This design comes from an exercise in tuning for small area, a short achievable clock period and few clock cycles per item on the open sky130 flow, not from production work.
Function was checked by simulation only, so behaviour that the tests miss may differ from the original.

===== config.mk =====
export PLATFORM = sky130hd
export DESIGN_NAME = smolbit_arith
export DESIGN_NICKNAME = smolbit_arith
export VERILOG_FILES = /design/flow/design.v
export SDC_FILE = /design/flow/constraint.sdc
export NUM_CORES = 4
export LEC_CHECK = 0
export CAP_MARGIN = 20
export CORE_MARGIN = 2
export CORE_UTILIZATION = 40
export SETUP_SLACK_MARGIN = 2.0
export SLEW_MARGIN = 20

===== constraint.sdc =====
create_clock -name core_clock -period 8.0 [get_ports {clk}]
set_input_delay 1.6000 -clock core_clock [delete_from_list [all_inputs] [get_ports {clk}]]
set_output_delay 1.6000 -clock core_clock [all_outputs]
set_load 0.01 [all_outputs]

===== design.v =====
module smolbit_mul #(parameter R = 8) (
    input  wire [31:0]  a,
    input  wire [32:0]  x,
    input  wire [R-1:0] d,
    input  wire         inv,
    output wire [32:0]  mac
);
    wire [32:0] xi = x ^ {33{inv}};
    assign mac = {1'b0, a} + xi * d + {32'd0, inv};
endmodule
module smolbit_div (
    input  wire [4:0] l,
    input  wire [4:0] v,
    output reg  [3:0] k
);
    always @* begin
        case ({v, l})
        10'd66: k = 4'd1;
        10'd67: k = 4'd1;
        10'd68: k = 4'd2;
        10'd69: k = 4'd2;
        10'd70: k = 4'd3;
        10'd71: k = 4'd3;
        10'd72: k = 4'd4;
        10'd73: k = 4'd4;
        10'd74: k = 4'd5;
        10'd75: k = 4'd5;
        10'd76: k = 4'd6;
        10'd77: k = 4'd6;
        10'd78: k = 4'd7;
        10'd79: k = 4'd7;
        10'd80: k = 4'd8;
        10'd81: k = 4'd8;
        10'd82: k = 4'd9;
        10'd83: k = 4'd9;
        10'd84: k = 4'd10;
        10'd85: k = 4'd10;
        10'd86: k = 4'd11;
        10'd87: k = 4'd11;
        10'd88: k = 4'd12;
        10'd89: k = 4'd12;
        10'd90: k = 4'd13;
        10'd91: k = 4'd13;
        10'd92: k = 4'd14;
        10'd93: k = 4'd14;
        10'd94: k = 4'd15;
        10'd95: k = 4'd15;
        10'd99: k = 4'd1;
        10'd100: k = 4'd1;
        10'd101: k = 4'd1;
        10'd102: k = 4'd2;
        10'd103: k = 4'd2;
        10'd104: k = 4'd2;
        10'd105: k = 4'd3;
        10'd106: k = 4'd3;
        10'd107: k = 4'd3;
        10'd108: k = 4'd4;
        10'd109: k = 4'd4;
        10'd110: k = 4'd4;
        10'd111: k = 4'd5;
        10'd112: k = 4'd5;
        10'd113: k = 4'd5;
        10'd114: k = 4'd6;
        10'd115: k = 4'd6;
        10'd116: k = 4'd6;
        10'd117: k = 4'd7;
        10'd118: k = 4'd7;
        10'd119: k = 4'd7;
        10'd120: k = 4'd8;
        10'd121: k = 4'd8;
        10'd122: k = 4'd8;
        10'd123: k = 4'd9;
        10'd124: k = 4'd9;
        10'd125: k = 4'd9;
        10'd126: k = 4'd10;
        10'd127: k = 4'd10;
        10'd132: k = 4'd1;
        10'd133: k = 4'd1;
        10'd134: k = 4'd1;
        10'd135: k = 4'd1;
        10'd136: k = 4'd2;
        10'd137: k = 4'd2;
        10'd138: k = 4'd2;
        10'd139: k = 4'd2;
        10'd140: k = 4'd3;
        10'd141: k = 4'd3;
        10'd142: k = 4'd3;
        10'd143: k = 4'd3;
        10'd144: k = 4'd4;
        10'd145: k = 4'd4;
        10'd146: k = 4'd4;
        10'd147: k = 4'd4;
        10'd148: k = 4'd5;
        10'd149: k = 4'd5;
        10'd150: k = 4'd5;
        10'd151: k = 4'd5;
        10'd152: k = 4'd6;
        10'd153: k = 4'd6;
        10'd154: k = 4'd6;
        10'd155: k = 4'd6;
        10'd156: k = 4'd7;
        10'd157: k = 4'd7;
        10'd158: k = 4'd7;
        10'd159: k = 4'd7;
        10'd165: k = 4'd1;
        10'd166: k = 4'd1;
        10'd167: k = 4'd1;
        10'd168: k = 4'd1;
        10'd169: k = 4'd1;
        10'd170: k = 4'd2;
        10'd171: k = 4'd2;
        10'd172: k = 4'd2;
        10'd173: k = 4'd2;
        10'd174: k = 4'd2;
        10'd175: k = 4'd3;
        10'd176: k = 4'd3;
        10'd177: k = 4'd3;
        10'd178: k = 4'd3;
        10'd179: k = 4'd3;
        10'd180: k = 4'd4;
        10'd181: k = 4'd4;
        10'd182: k = 4'd4;
        10'd183: k = 4'd4;
        10'd184: k = 4'd4;
        10'd185: k = 4'd5;
        10'd186: k = 4'd5;
        10'd187: k = 4'd5;
        10'd188: k = 4'd5;
        10'd189: k = 4'd5;
        10'd190: k = 4'd6;
        10'd191: k = 4'd6;
        10'd198: k = 4'd1;
        10'd199: k = 4'd1;
        10'd200: k = 4'd1;
        10'd201: k = 4'd1;
        10'd202: k = 4'd1;
        10'd203: k = 4'd1;
        10'd204: k = 4'd2;
        10'd205: k = 4'd2;
        10'd206: k = 4'd2;
        10'd207: k = 4'd2;
        10'd208: k = 4'd2;
        10'd209: k = 4'd2;
        10'd210: k = 4'd3;
        10'd211: k = 4'd3;
        10'd212: k = 4'd3;
        10'd213: k = 4'd3;
        10'd214: k = 4'd3;
        10'd215: k = 4'd3;
        10'd216: k = 4'd4;
        10'd217: k = 4'd4;
        10'd218: k = 4'd4;
        10'd219: k = 4'd4;
        10'd220: k = 4'd4;
        10'd221: k = 4'd4;
        10'd222: k = 4'd5;
        10'd223: k = 4'd5;
        10'd231: k = 4'd1;
        10'd232: k = 4'd1;
        10'd233: k = 4'd1;
        10'd234: k = 4'd1;
        10'd235: k = 4'd1;
        10'd236: k = 4'd1;
        10'd237: k = 4'd1;
        10'd238: k = 4'd2;
        10'd239: k = 4'd2;
        10'd240: k = 4'd2;
        10'd241: k = 4'd2;
        10'd242: k = 4'd2;
        10'd243: k = 4'd2;
        10'd244: k = 4'd2;
        10'd245: k = 4'd3;
        10'd246: k = 4'd3;
        10'd247: k = 4'd3;
        10'd248: k = 4'd3;
        10'd249: k = 4'd3;
        10'd250: k = 4'd3;
        10'd251: k = 4'd3;
        10'd252: k = 4'd4;
        10'd253: k = 4'd4;
        10'd254: k = 4'd4;
        10'd255: k = 4'd4;
        10'd264: k = 4'd1;
        10'd265: k = 4'd1;
        10'd266: k = 4'd1;
        10'd267: k = 4'd1;
        10'd268: k = 4'd1;
        10'd269: k = 4'd1;
        10'd270: k = 4'd1;
        10'd271: k = 4'd1;
        10'd272: k = 4'd2;
        10'd273: k = 4'd2;
        10'd274: k = 4'd2;
        10'd275: k = 4'd2;
        10'd276: k = 4'd2;
        10'd277: k = 4'd2;
        10'd278: k = 4'd2;
        10'd279: k = 4'd2;
        10'd280: k = 4'd3;
        10'd281: k = 4'd3;
        10'd282: k = 4'd3;
        10'd283: k = 4'd3;
        10'd284: k = 4'd3;
        10'd285: k = 4'd3;
        10'd286: k = 4'd3;
        10'd287: k = 4'd3;
        10'd297: k = 4'd1;
        10'd298: k = 4'd1;
        10'd299: k = 4'd1;
        10'd300: k = 4'd1;
        10'd301: k = 4'd1;
        10'd302: k = 4'd1;
        10'd303: k = 4'd1;
        10'd304: k = 4'd1;
        10'd305: k = 4'd1;
        10'd306: k = 4'd2;
        10'd307: k = 4'd2;
        10'd308: k = 4'd2;
        10'd309: k = 4'd2;
        10'd310: k = 4'd2;
        10'd311: k = 4'd2;
        10'd312: k = 4'd2;
        10'd313: k = 4'd2;
        10'd314: k = 4'd2;
        10'd315: k = 4'd3;
        10'd316: k = 4'd3;
        10'd317: k = 4'd3;
        10'd318: k = 4'd3;
        10'd319: k = 4'd3;
        10'd330: k = 4'd1;
        10'd331: k = 4'd1;
        10'd332: k = 4'd1;
        10'd333: k = 4'd1;
        10'd334: k = 4'd1;
        10'd335: k = 4'd1;
        10'd336: k = 4'd1;
        10'd337: k = 4'd1;
        10'd338: k = 4'd1;
        10'd339: k = 4'd1;
        10'd340: k = 4'd2;
        10'd341: k = 4'd2;
        10'd342: k = 4'd2;
        10'd343: k = 4'd2;
        10'd344: k = 4'd2;
        10'd345: k = 4'd2;
        10'd346: k = 4'd2;
        10'd347: k = 4'd2;
        10'd348: k = 4'd2;
        10'd349: k = 4'd2;
        10'd350: k = 4'd3;
        10'd351: k = 4'd3;
        10'd363: k = 4'd1;
        10'd364: k = 4'd1;
        10'd365: k = 4'd1;
        10'd366: k = 4'd1;
        10'd367: k = 4'd1;
        10'd368: k = 4'd1;
        10'd369: k = 4'd1;
        10'd370: k = 4'd1;
        10'd371: k = 4'd1;
        10'd372: k = 4'd1;
        10'd373: k = 4'd1;
        10'd374: k = 4'd2;
        10'd375: k = 4'd2;
        10'd376: k = 4'd2;
        10'd377: k = 4'd2;
        10'd378: k = 4'd2;
        10'd379: k = 4'd2;
        10'd380: k = 4'd2;
        10'd381: k = 4'd2;
        10'd382: k = 4'd2;
        10'd383: k = 4'd2;
        10'd396: k = 4'd1;
        10'd397: k = 4'd1;
        10'd398: k = 4'd1;
        10'd399: k = 4'd1;
        10'd400: k = 4'd1;
        10'd401: k = 4'd1;
        10'd402: k = 4'd1;
        10'd403: k = 4'd1;
        10'd404: k = 4'd1;
        10'd405: k = 4'd1;
        10'd406: k = 4'd1;
        10'd407: k = 4'd1;
        10'd408: k = 4'd2;
        10'd409: k = 4'd2;
        10'd410: k = 4'd2;
        10'd411: k = 4'd2;
        10'd412: k = 4'd2;
        10'd413: k = 4'd2;
        10'd414: k = 4'd2;
        10'd415: k = 4'd2;
        10'd429: k = 4'd1;
        10'd430: k = 4'd1;
        10'd431: k = 4'd1;
        10'd432: k = 4'd1;
        10'd433: k = 4'd1;
        10'd434: k = 4'd1;
        10'd435: k = 4'd1;
        10'd436: k = 4'd1;
        10'd437: k = 4'd1;
        10'd438: k = 4'd1;
        10'd439: k = 4'd1;
        10'd440: k = 4'd1;
        10'd441: k = 4'd1;
        10'd442: k = 4'd2;
        10'd443: k = 4'd2;
        10'd444: k = 4'd2;
        10'd445: k = 4'd2;
        10'd446: k = 4'd2;
        10'd447: k = 4'd2;
        10'd462: k = 4'd1;
        10'd463: k = 4'd1;
        10'd464: k = 4'd1;
        10'd465: k = 4'd1;
        10'd466: k = 4'd1;
        10'd467: k = 4'd1;
        10'd468: k = 4'd1;
        10'd469: k = 4'd1;
        10'd470: k = 4'd1;
        10'd471: k = 4'd1;
        10'd472: k = 4'd1;
        10'd473: k = 4'd1;
        10'd474: k = 4'd1;
        10'd475: k = 4'd1;
        10'd476: k = 4'd2;
        10'd477: k = 4'd2;
        10'd478: k = 4'd2;
        10'd479: k = 4'd2;
        10'd495: k = 4'd1;
        10'd496: k = 4'd1;
        10'd497: k = 4'd1;
        10'd498: k = 4'd1;
        10'd499: k = 4'd1;
        10'd500: k = 4'd1;
        10'd501: k = 4'd1;
        10'd502: k = 4'd1;
        10'd503: k = 4'd1;
        10'd504: k = 4'd1;
        10'd505: k = 4'd1;
        10'd506: k = 4'd1;
        10'd507: k = 4'd1;
        10'd508: k = 4'd1;
        10'd509: k = 4'd1;
        10'd510: k = 4'd2;
        10'd511: k = 4'd2;
        10'd528: k = 4'd1;
        10'd529: k = 4'd1;
        10'd530: k = 4'd1;
        10'd531: k = 4'd1;
        10'd532: k = 4'd1;
        10'd533: k = 4'd1;
        10'd534: k = 4'd1;
        10'd535: k = 4'd1;
        10'd536: k = 4'd1;
        10'd537: k = 4'd1;
        10'd538: k = 4'd1;
        10'd539: k = 4'd1;
        10'd540: k = 4'd1;
        10'd541: k = 4'd1;
        10'd542: k = 4'd1;
        10'd543: k = 4'd1;
        10'd561: k = 4'd1;
        10'd562: k = 4'd1;
        10'd563: k = 4'd1;
        10'd564: k = 4'd1;
        10'd565: k = 4'd1;
        10'd566: k = 4'd1;
        10'd567: k = 4'd1;
        10'd568: k = 4'd1;
        10'd569: k = 4'd1;
        10'd570: k = 4'd1;
        10'd571: k = 4'd1;
        10'd572: k = 4'd1;
        10'd573: k = 4'd1;
        10'd574: k = 4'd1;
        10'd575: k = 4'd1;
        10'd594: k = 4'd1;
        10'd595: k = 4'd1;
        10'd596: k = 4'd1;
        10'd597: k = 4'd1;
        10'd598: k = 4'd1;
        10'd599: k = 4'd1;
        10'd600: k = 4'd1;
        10'd601: k = 4'd1;
        10'd602: k = 4'd1;
        10'd603: k = 4'd1;
        10'd604: k = 4'd1;
        10'd605: k = 4'd1;
        10'd606: k = 4'd1;
        10'd607: k = 4'd1;
        10'd627: k = 4'd1;
        10'd628: k = 4'd1;
        10'd629: k = 4'd1;
        10'd630: k = 4'd1;
        10'd631: k = 4'd1;
        10'd632: k = 4'd1;
        10'd633: k = 4'd1;
        10'd634: k = 4'd1;
        10'd635: k = 4'd1;
        10'd636: k = 4'd1;
        10'd637: k = 4'd1;
        10'd638: k = 4'd1;
        10'd639: k = 4'd1;
        10'd660: k = 4'd1;
        10'd661: k = 4'd1;
        10'd662: k = 4'd1;
        10'd663: k = 4'd1;
        10'd664: k = 4'd1;
        10'd665: k = 4'd1;
        10'd666: k = 4'd1;
        10'd667: k = 4'd1;
        10'd668: k = 4'd1;
        10'd669: k = 4'd1;
        10'd670: k = 4'd1;
        10'd671: k = 4'd1;
        10'd693: k = 4'd1;
        10'd694: k = 4'd1;
        10'd695: k = 4'd1;
        10'd696: k = 4'd1;
        10'd697: k = 4'd1;
        10'd698: k = 4'd1;
        10'd699: k = 4'd1;
        10'd700: k = 4'd1;
        10'd701: k = 4'd1;
        10'd702: k = 4'd1;
        10'd703: k = 4'd1;
        10'd726: k = 4'd1;
        10'd727: k = 4'd1;
        10'd728: k = 4'd1;
        10'd729: k = 4'd1;
        10'd730: k = 4'd1;
        10'd731: k = 4'd1;
        10'd732: k = 4'd1;
        10'd733: k = 4'd1;
        10'd734: k = 4'd1;
        10'd735: k = 4'd1;
        10'd759: k = 4'd1;
        10'd760: k = 4'd1;
        10'd761: k = 4'd1;
        10'd762: k = 4'd1;
        10'd763: k = 4'd1;
        10'd764: k = 4'd1;
        10'd765: k = 4'd1;
        10'd766: k = 4'd1;
        10'd767: k = 4'd1;
        10'd792: k = 4'd1;
        10'd793: k = 4'd1;
        10'd794: k = 4'd1;
        10'd795: k = 4'd1;
        10'd796: k = 4'd1;
        10'd797: k = 4'd1;
        10'd798: k = 4'd1;
        10'd799: k = 4'd1;
        10'd825: k = 4'd1;
        10'd826: k = 4'd1;
        10'd827: k = 4'd1;
        10'd828: k = 4'd1;
        10'd829: k = 4'd1;
        10'd830: k = 4'd1;
        10'd831: k = 4'd1;
        10'd858: k = 4'd1;
        10'd859: k = 4'd1;
        10'd860: k = 4'd1;
        10'd861: k = 4'd1;
        10'd862: k = 4'd1;
        10'd863: k = 4'd1;
        10'd891: k = 4'd1;
        10'd892: k = 4'd1;
        10'd893: k = 4'd1;
        10'd894: k = 4'd1;
        10'd895: k = 4'd1;
        10'd924: k = 4'd1;
        10'd925: k = 4'd1;
        10'd926: k = 4'd1;
        10'd927: k = 4'd1;
        10'd957: k = 4'd1;
        10'd958: k = 4'd1;
        10'd959: k = 4'd1;
        10'd990: k = 4'd1;
        10'd991: k = 4'd1;
        10'd1023: k = 4'd1;
        default: k = 4'd0;
        endcase
    end
endmodule
module smolbit_log2 (
    input  wire [31:0] w,
    output reg  [4:0]  l
);
    integer i;
    always @* begin
        l = 5'd0;
        for (i = 0; i < 32; i = i + 1)
            if (w[i]) l = i[4:0];
    end
endmodule
module smolbit_arith (
    input  wire        clk,
    input  wire        rst,
    input  wire        in_valid,
    output wire        in_ready,
    input  wire [2:0]  in_mode,
    input  wire [31:0] in_a,
    input  wire [31:0] in_b,
    output reg         out_valid,
    output wire [31:0] out_result
);
    localparam integer R  = 8;           
    localparam integer ND = 32 / R;      
    localparam integer DW = 2;           
    localparam integer SM = R - 1;       
    localparam [2:0] M_ADD = 3'd0, M_SUB = 3'd1, M_MUL = 3'd2, M_DIV = 3'd3,
                     M_MOV = 3'd4, M_LDI = 3'd5, M_POW = 3'd6, M_ROOT = 3'd7;
    localparam [2:0] S_IDLE  = 3'd0,
                     S_FAST  = 3'd1,   
                     S_MUL   = 3'd2,   
                     S_DALN  = 3'd3,   
                     S_DSUB  = 3'd4,   
                     S_RSET  = 3'd6,   
                     S_RMUL  = 3'd7;   
    reg [2:0]    st;
    reg [31:0]   u, v, acc;
    reg [32:0]   x;
    reg [R-1:0]  dq;          
    reg          inv;         
    reg          afirst;      
    reg          useu;        
    reg          msel;        
    reg          ispow;
    reg          ph;          
    reg [1:0]    nb;          
    reg [2:0]    e;           
    reg [4:0]    deg;         
    reg [4:0]    la;          
    reg [5:0]    sd;          
    reg [DW-1:0] di;          
    reg [4:0]    cnt;         
    reg [3:0]    j;           
    reg          sgn;         
    reg          rfirst, spec, pchk, big, ovl, pc, ovf;
    assign out_result = acc;
    wire [31:0] addend = useu ? u : (afirst ? 32'd0 : acc);
    wire [32:0] mac;
    smolbit_mul #(.R(R)) u_mac (.a(addend), .x(x), .d(dq), .inv(inv), .mac(mac));
    wire [15:0] ohj  = 16'd1 << j;
    wire [15:0] cand = v[15:0] | ohj;                        
    wire [31:0] mpl  = (st == S_RMUL) ? {16'd0, cand} : (msel ? u : v);
    wire [DW-1:0] lastd = (mpl[31:24] != 8'd0) ? 2'd3 : (mpl[23:16] != 8'd0) ? 2'd2 :
                          (mpl[15:8]  != 8'd0) ? 2'd1 : 2'd0;
    wire         sq    = ispow & msel;                       
    wire         last  = sq ? (di == {1'b0, lastd != 2'd0}) : (di == lastd);
    wire [DW-1:0] din  = last ? 2'd0 : di + 2'd1;
    wire [R-1:0] dnext = mpl[din*R +: R];
    wire        agtu = acc > u;
    wire [3:0]  k0;
    smolbit_div u_k (.l(la), .v(deg), .k(k0));
    wire        ok    = ~ovf & ~agtu;                        
    wire        rsf   = (st == S_RSET) &  rfirst;            
    wire        rsl   = (st == S_RSET) & ~rfirst;            
    wire        rchk  = (st == S_RMUL) & (di == 0);
    wire        fix   = rchk & spec & ok;                    
    wire        abt   = rchk & pchk & ~ok;                   
    wire        lastm = (st == S_RMUL) & ~fix & ~abt & last & (cnt == 5'd1);
    wire [15:0] rn    = (rsf ? 16'd0 : v[15:0]) | (rsf ? (16'd1 << k0) : 16'd0) |
                        (fix ? (ohj << 1) : 16'd0) | ((rsl & ok) ? ohj : 16'd0);
    wire [3:0]  jn    = rsf ? k0 - 4'd1 : (fix ? j : j - 4'd1);
    wire [15:0] candn = rn | (16'd1 << jn);
    wire        rdone = rsf ? (la < deg) : (rsl | (abt & (j == 4'd0)));
    wire        rnext = (rsf & ~rdone) | fix | ((abt | lastm) & (j != 4'd0));
    wire [4:0]  lx;
    smolbit_log2 u_lx (.w(x[31:0]), .l(lx));
    wire [5:0]  lsum   = {1'b0, lx} + {2'b00, k0};
    wire        big_n  = (di == 0) ? (lsum == 6'd31) : big;
    wire        ovl_n  = (di == 0) ? lsum[5] : ovl;
    wire        pc_n   = (di == 0) ? mac[32] : (mac[32] ^ pc);
    wire        ovfn   = ovl_n | (big_n & pc_n);
    function automatic [2:0] dsh(input [5:0] s);
        dsh = (s > SM) ? SM[2:0] : s[2:0];
    endfunction
    wire        sgnn = sgn ^ mac[32];
    wire [5:0]  sdn  = sd - {3'd0, dsh(sd)};
    reg fin;
    always @* begin
        case (st)
        S_FAST:  fin = 1'b1;
        S_MUL:   fin = last & (~ispow | ((ph | ~e[2]) & (nb == 2'd1)));
        S_DSUB:  fin = (cnt == 5'd0);
        S_RSET, S_RMUL: fin = rdone;
        default: fin = 1'b0;
        endcase
    end
    assign in_ready = (st == S_IDLE) | fin;
    wire accept = in_valid & in_ready;
    wire swap = (in_b[31:16] != 16'd0) & (in_a[31:16] == 16'd0);
    wire [4:0] la_in, lb_in;
    smolbit_log2 u_la (.w(in_a), .l(la_in));
    smolbit_log2 u_lb (.w(in_b), .l(lb_in));
    wire [5:0] sd_in = {1'b0, la_in} - {1'b0, lb_in};
    wire b_zero = (in_b == 32'd0);
    wire b_one  = (in_b == 32'd1);
    wire b_ge16 = (in_b[31:4] != 28'd0);
    wire b_ge32 = (in_b[31:5] != 27'd0);
    wire a_zero = (in_a == 32'd0);
    localparam [2:0] X_LD = 3'd1, X_SHL = 3'd2, X_SQ2 = 3'd3, X_SHR = 3'd4, X_CAND = 3'd5;
    localparam [1:0] A_MAC = 2'd0, A_ZERO = 2'd1, A_Q = 2'd2, A_RN = 2'd3;
    reg [2:0]   xs;           
    reg         xin, xa, xsq; 
    reg         u_en, uin;    
    reg         v_en;         
    reg         acc_en;
    reg [1:0]   as;
    reg [2:0]   st_n;
    reg [R-1:0] dq_n;
    reg         afirst_n, useu_n, inv_n, msel_n;
    always @* begin
        st_n = st;
        xs = 3'd0; xin = 1'b0; xa = 1'b0; xsq = 1'b0;
        u_en = 1'b0; uin = 1'b0; v_en = 1'b0; acc_en = 1'b0; as = A_MAC;
        dq_n = dnext;
        afirst_n = afirst; useu_n = useu; inv_n = inv; msel_n = msel;
        case (st)
        S_FAST: begin
            acc_en = 1'b1;
        end
        S_MUL: begin
            acc_en   = 1'b1;
            afirst_n = 1'b0;
            if (!last) begin
                xs = sq ? X_SQ2 : X_SHL;
            end else if (ispow) begin
                afirst_n = 1'b1;
                xs = X_LD;
                u_en = 1'b1;
                if (!ph && e[2]) begin
                    msel_n = 1'b0; dq_n = v[R-1:0];
                end else begin
                    msel_n = 1'b1; dq_n = mac[R-1:0]; xsq = 1'b1;
                end
            end
        end
        S_DALN: begin
            acc_en = 1'b1; as = A_ZERO;
            xs = X_LD;
            dq_n = {{(R-1){1'b0}}, 1'b1} << dsh(sdn);
            if (sdn == 6'd0) begin
                st_n = S_DSUB; useu_n = 1'b1; afirst_n = 1'b0; inv_n = 1'b1;
            end
        end
        S_DSUB: begin
            u_en = 1'b1;
            acc_en = 1'b1; as = A_Q;
            xs = X_SHR;
            inv_n = ~sgnn;
            dq_n = 1;
        end
        S_RSET, S_RMUL: begin
            acc_en = (st == S_RMUL) | rdone;
            as     = rdone ? A_RN : A_MAC;
            afirst_n = 1'b0;
            if (rnext) begin
                v_en = 1'b1;
                xs = X_CAND;
                afirst_n = 1'b1;
                dq_n = candn[R-1:0];
                st_n = S_RMUL;
            end else if (st == S_RMUL) begin
                if (last) begin
                    xs = X_LD;
                    afirst_n = 1'b1;
                    if (cnt == 5'd1) st_n = S_RSET;      
                end else begin
                    xs = X_SHL;
                end
            end
        end
        default: ;
        endcase
        if (fin) st_n = S_IDLE;
        if (accept) begin
            u_en = 1'b1; uin = 1'b1;
            xs = X_LD; xin = 1'b1; xa = 1'b0; xsq = 1'b0;
            afirst_n = 1'b1; useu_n = 1'b0; inv_n = 1'b0; msel_n = 1'b0;
            dq_n = 1;
            st_n = S_FAST;
            case (in_mode)
            M_ADD: useu_n = 1'b1;
            M_SUB: begin useu_n = 1'b1; inv_n = 1'b1; end
            M_MUL: begin
                st_n = S_MUL;
                xa = ~swap;
                v_en = 1'b1;
                msel_n = swap;
                dq_n = swap ? in_a[R-1:0] : in_b[R-1:0];
            end
            M_DIV: begin
                if (b_zero)        dq_n = 0;
                else if (sd_in[5]) dq_n = 0;             
                else begin
                    st_n = S_DALN;
                    dq_n = {{(R-1){1'b0}}, 1'b1} << dsh(sd_in);
                end
            end
            M_POW: begin
                if (b_ge16)      dq_n = 0;
                else if (b_zero) begin dq_n = 0; inv_n = 1'b1; end
                else if (b_one)  begin dq_n = 0; useu_n = 1'b1; end
                else begin
                    st_n = S_MUL;
                    xa = 1'b1; xsq = 1'b1;
                    v_en = 1'b1;
                    msel_n = 1'b1;
                    dq_n = in_a[R-1:0];
                end
            end
            M_ROOT: begin
                if (b_zero || a_zero) dq_n = 0;
                else if (b_one)  begin dq_n = 0; useu_n = 1'b1; end
                else if (b_ge32) begin dq_n = 0; inv_n = 1'b1; end
                else begin
                    st_n = S_RSET;
                    v_en = 1'b1;
                end
            end
            default: ;    
            endcase
        end
    end
    wire [31:0] xsrc = xin ? (xa ? in_a : in_b) : mac[31:0];
    wire [32:0] xld  = xsq ? {xsrc[31:8], 1'b0, xsrc[7:0]} : {1'b0, xsrc};
    reg  [32:0] x_n;
    always @* begin
        case (xs)
        X_SHL:   x_n = {x[32-R:0], {R{1'b0}}};
        X_SQ2:   x_n = {x[24:17], 1'b0, x[16:9], 16'd0};
        X_SHR:   x_n = {1'b0, x[32:1]};
        X_CAND:  x_n = {17'd0, candn};
        default: x_n = xld;
        endcase
    end
    wire        vroot0 = accept & (in_mode == M_ROOT);
    wire [31:0] v_n = accept ? ((in_mode == M_POW) ? in_a : (vroot0 ? 32'd0 : in_b))
                             : {16'd0, rn};
    reg [31:0] acc_n;
    always @* begin
        case (as)
        A_ZERO:  acc_n = 32'd0;
        A_Q:     acc_n = {acc[30:0], ~sgnn};
        A_RN:    acc_n = {16'd0, rn};
        default: acc_n = mac[31:0];
        endcase
    end
    always @(posedge clk) begin
        if (u_en)       u   <= uin ? in_a : mac[31:0];
        if (v_en)       v   <= v_n;
        if (xs != 3'd0) x   <= x_n;
        if (acc_en)     acc <= acc_n;
        dq     <= dq_n;
        afirst <= afirst_n;
        useu   <= useu_n;
        inv    <= inv_n;
        msel   <= msel_n;
        if (rst) begin
            st        <= S_IDLE;
            out_valid <= 1'b0;
        end else begin
            st        <= st_n;
            out_valid <= fin;
        end
        case (st)
        S_MUL: if (last && ispow) begin
            di <= 0;
            if (!ph && e[2]) ph <= 1'b1;
            else begin ph <= 1'b0; e <= {e[1:0], 1'b0}; nb <= nb - 2'd1; end
        end else di <= di + 1'b1;
        S_DALN: begin
            sd  <= sdn;
            cnt <= cnt + {2'b00, dsh(sd)};
        end
        S_DSUB: begin
            sgn <= sgnn;
            cnt <= cnt - 5'd1;
        end
        S_RSET, S_RMUL: begin
            rfirst <= 1'b0;
            big <= big_n;
            ovl <= ovl_n;
            pc  <= pc_n;
            if (rnext) begin
                j    <= jn;
                cnt  <= deg - 5'd1;
                di   <= 0;
                pchk <= 1'b0;
                spec <= lastm;                
                if (lastm) ovf <= ovfn;
            end else if (st == S_RMUL) begin
                spec <= 1'b0;
                if (last) begin
                    di   <= 0;
                    pchk <= 1'b1;
                    ovf  <= ovfn;
                    cnt  <= cnt - 5'd1;
                end else begin
                    di <= di + 1'b1;
                end
            end
        end
        default: ;
        endcase
        if (accept) begin
            di  <= 0;
            ph  <= 1'b0;
            cnt <= 5'd0;
            sgn <= 1'b0;
            sd  <= sd_in;
            la  <= la_in;
            deg <= in_b[4:0];
            rfirst <= 1'b1;
            spec   <= 1'b0;
            pchk   <= 1'b0;
            ispow <= (in_mode == M_POW);
            if (in_b[3]) begin
                nb <= 2'd3; e <= in_b[2:0];
            end else if (in_b[2]) begin
                nb <= 2'd2; e <= {in_b[1:0], 1'b0};
            end else begin
                nb <= 2'd1; e <= {in_b[0], 2'b00};
            end
        end
    end
endmodule

===== run.sh =====
#!/bin/bash
# synth_recipe.tcl (not shown) runs the flow's synth.tcl, then flattens the netlist and writes it again
# the make line also repeats each setting of config.mk as NAME=value (left out here)
make -C /OpenROAD-flow-scripts/flow DESIGN_CONFIG=/design/flow/config.mk WORK_HOME=/design/flow/orfs CLKGATE_MAP_FILE= SYNTH_SCRIPT=/design/flow/synth_recipe.tcl finish

==> run notes <==
==> worst max-delay path by stage <==
stage / end / from
finish: x[31] / inv
CTS: x[31] / inv
global placement: acc[0] / inv
global route: x[31] / inv
detailed placement: acc[0] / inv
floorplan: v[0] / in_b[16]
==> timing repair <==
action                     CTS  global route
setup endpoints to repair   89            57
cloned                       0             1
buffers inserted            46            36
resized for setup          109           110
pin swaps                   48            72
hold endpoints to repair     0             0
==> logic make-up (layout without fill, tap and decap cells) <==
group	count (synthesis)	after routing	synth area share, %
AOI/OAI and AO/OA	729	729	21.04
xor gates and xnor gates	97	97	3.650
adders and majority gates	306	306	22.79
buffers and inverters	443	562	7.311
DFF	191	191	23.40
muxes	67	67	3.145
other	0	1	0
and+or+nand+nor	929	930	18.67
==> worst max-delay path, stage by stage (launching register included) <==
cell	delay, ns
edfxtp_1	0.45
buf_12	0.17
buf_12	0.13
buf_12	0.12
xor2_4	0.26
nand2_1	0.11
fa_1	0.51
fa_1	0.59
inv_2	0.05
fa_1	0.50
fa_2	0.47
ha_4	0.31
inv_4	0.03
o21a_1	0.20
o21a_1	0.22
o31a_1	0.29
o211ai_1	0.30
nand2_1	0.14
a211o_4	0.38
o31ai_4	0.27
xor2_2	0.23
nand2_1	0.10
o21a_1	0.18
o221ai_2	0.20
==> registers in the layout, summed over array words and instances (netlist names), 6 cells and up <==
signal / flops
acc: 32
dq: 8
sd: 6
u: 32
v: 32
x: 33
==> cell usage after synthesis (5+ instances only) <==
cell / n / area, um2
a21o_1: 35 / 262.8
nor3_1: 67 / 335.3
nand4_1: 15 / 93.84
a311oi_1: 6 / 52.55
or3_1: 18 / 112.6
buf_2: 13 / 65.06
a222oi_1: 21 / 210.2
nand3_1: 50 / 250.2
nand2_1: 361 / 1355
a22o_1: 20 / 175.2
and3_1: 14 / 87.58
xor2_1: 51 / 446.7
or2_2: 6 / 37.54
mux2_2: 18 / 202.7
nor2_1: 196 / 735.7
inv_1: 282 / 1059
a21oi_1: 181 / 905.9
o21a_1: 24 / 180.2
buf_1: 16 / 60.06
a22oi_1: 70 / 525.5
nor2b_1: 21 / 131.4
a2111oi_0: 10 / 87.58
o21bai_1: 19 / 142.6
nor4_1: 25 / 156.4
nand2b_1: 22 / 137.6
mux2i_1: 44 / 440.4
fa_1: 197 / 3944
a211oi_1: 30 / 225.2
xnor2_1: 46 / 402.9
ha_1: 106 / 1326
and2_1: 100 / 625.6
nor3b_1: 18 / 135.1
o22a_1: 5 / 43.79
edfxtp_1: 162 / 4865
dfxtp_1: 29 / 580.6
o221ai_1: 24 / 210.2
a31oi_1: 22 / 137.6
o22ai_1: 18 / 112.6
o31ai_1: 26 / 195.2
o21ai_0: 126 / 630.6
o211ai_1: 14 / 105.1
a221oi_1: 36 / 315.3
clkbuf_1: 127 / 476.7
==> metal layers <==
metal | global-route usage, % | wire length (um)
met5 | 0 | 0
met4 | 10.87 | 3629
met3 | 5.620 | 10140
met2 | 49.21 | 43420
met1 | 45.33 | 40430
==> layout make-up <==
type	instances	share of cell area [%]
multi-input cells	2129	62.42
flip-flops and latches	191	19.71
repair buffers	246	8.310
inverters	284	3.883
well taps	765	3.462
clock buffers	18	1.589
clock inverters	14	0.6155
diodes	1	0.009052
==> run notes <==
reg2reg end x[31]; vias per inst 6.231; worst hold start ph; setup slack, reg-to-reg 1.61 ns; Post-DRT Antenna Nets 0; multi-input logic area approximately 17000 um2; CTS tree built; Post-synth ARST share 0%; Worst Hold End ph; Final Max Slew Viols 0; Final Wtd Congestion about 1.0; row count 88; antenna violations before repair 0; CTS root buffer clkbuf_16; syn nets roughly 3100; Nets about 3200; Initial Utilization 40.42%; Die ar. around 60000 um2; Final min period ~6.4 ns; Tcrit/Tclk final 79.82%; Fin Hold WS 0.5130 ns; DP Area about 25000 um2; CTS clk-pin slew, worst paths around 0.09 ns; syn avg cell area roughly 8.4 um2; Total Routing Usage GR around a third; FILL cells 5502; relative slew slack between 20% and 30%; drt drc 0; worst hold stages 2; Clock Skews around 0.024 ns; setup violators final 0; commonest non-fill, non-tap cell in the layout nand2_1; outcome timing/DRC/antenna clean; Cells after DPL 3532; largest net degree at the start of global routing 153; wire per inst between 20 and 30 um; RSZ-0062 raised after global routing yes; finished layout cell area between 20000 and 30000 um2; ys flop type edfxtp_1; Max FO, Critical Path 6; WS Path Type register to register; CTS Sinks ~190; worst r2r src inv; number of synthesis warnings 3; I/O pin cnt ~100; CTS max path bufs 2; number of hold buffers added after CTS 0; final hold violation count 0; die height 245.2 um; Worst EP required between 8 and 9 ns; Clk Latency, worst-skew pair roughly 0.48 ns; TNS Setup 0 ns; Via Count about 23000; share of layout cells above drive strength 1 12.63%; H-tree depth 4; synth unique cells between 80 and 90; worst-margin pin slew around 1.2 ns; count of input and output buffers between 100 and 150; GR Overflow Total 0; fmax 0.1566 GHz; final core utilization about half; TritonCTS Buffers 17; Setup WS pre-CTS 0.5336 ns; vias in the first global route approximately 22000; drt first-iter violations between 2000 and 3000; Post-synth EDFFs 162; HPWL after DPL between 70000 and 80000 um; cells after synthesis 2762; CP Launch Type register; reg2reg path depth 23; commonest cells after routing, fill and taps aside 349 x nand2_1, 273 x inv_1, 194 x nor2_1; register area share after synthesis a little under a quarter; Yosys reg bits 191; crit path DAT 6.69 ns; Cell Count, Final, Fillers Out between 3000 and 4000; first-pass detailed-route iteration total 8; Routed WL around 98000 um; Die W 245.2 um; Worst Slack Setup Final around 1.6 ns; cell area after synthesis 23270 um2; register area between 5000 and 6000 um2; Placeable Area around 58000 um2; max-capacitance violation count 0; crit end category register; first-pass GRT wire length between 100000 and 150000 um; Area Growth Syn to Fin 18.78%; Worst Hold Class register to register
Testbench counts, summed over its fixed seeds: cycles 13,349, ops 3,200.

[re-timing with driven ports]
How much do the figures lean on ideal ports? The routed layout below was timed once more, with nothing changed but the port constraints.
Step 1 assumes that a clkbuf_16 drives the clock port and a buf_2 every other input.
Step 2, shift: input delay + t, output delay - t, t = (earliest + latest rising clock arrival at the registers) / 2. This alone moves slack from input paths to output paths.
Slacks: ideal ports / drivers / drivers and shift; pairs: ideal ports / drivers.
shift t [ns]: 0.523
slack for setup (ns): 1.615 / 1.615 / 1.615
hold slack, ns: 0.513 / 0.513 / 0.513
clock arrival spread, ns: 0.023 / 0.024
worst data-port slew with drivers (ns): 0.05
After both steps this run still meets setup and hold. The setup slack of this run moves by 0.000 ns with the drivers and by 0.000 ns with both steps.
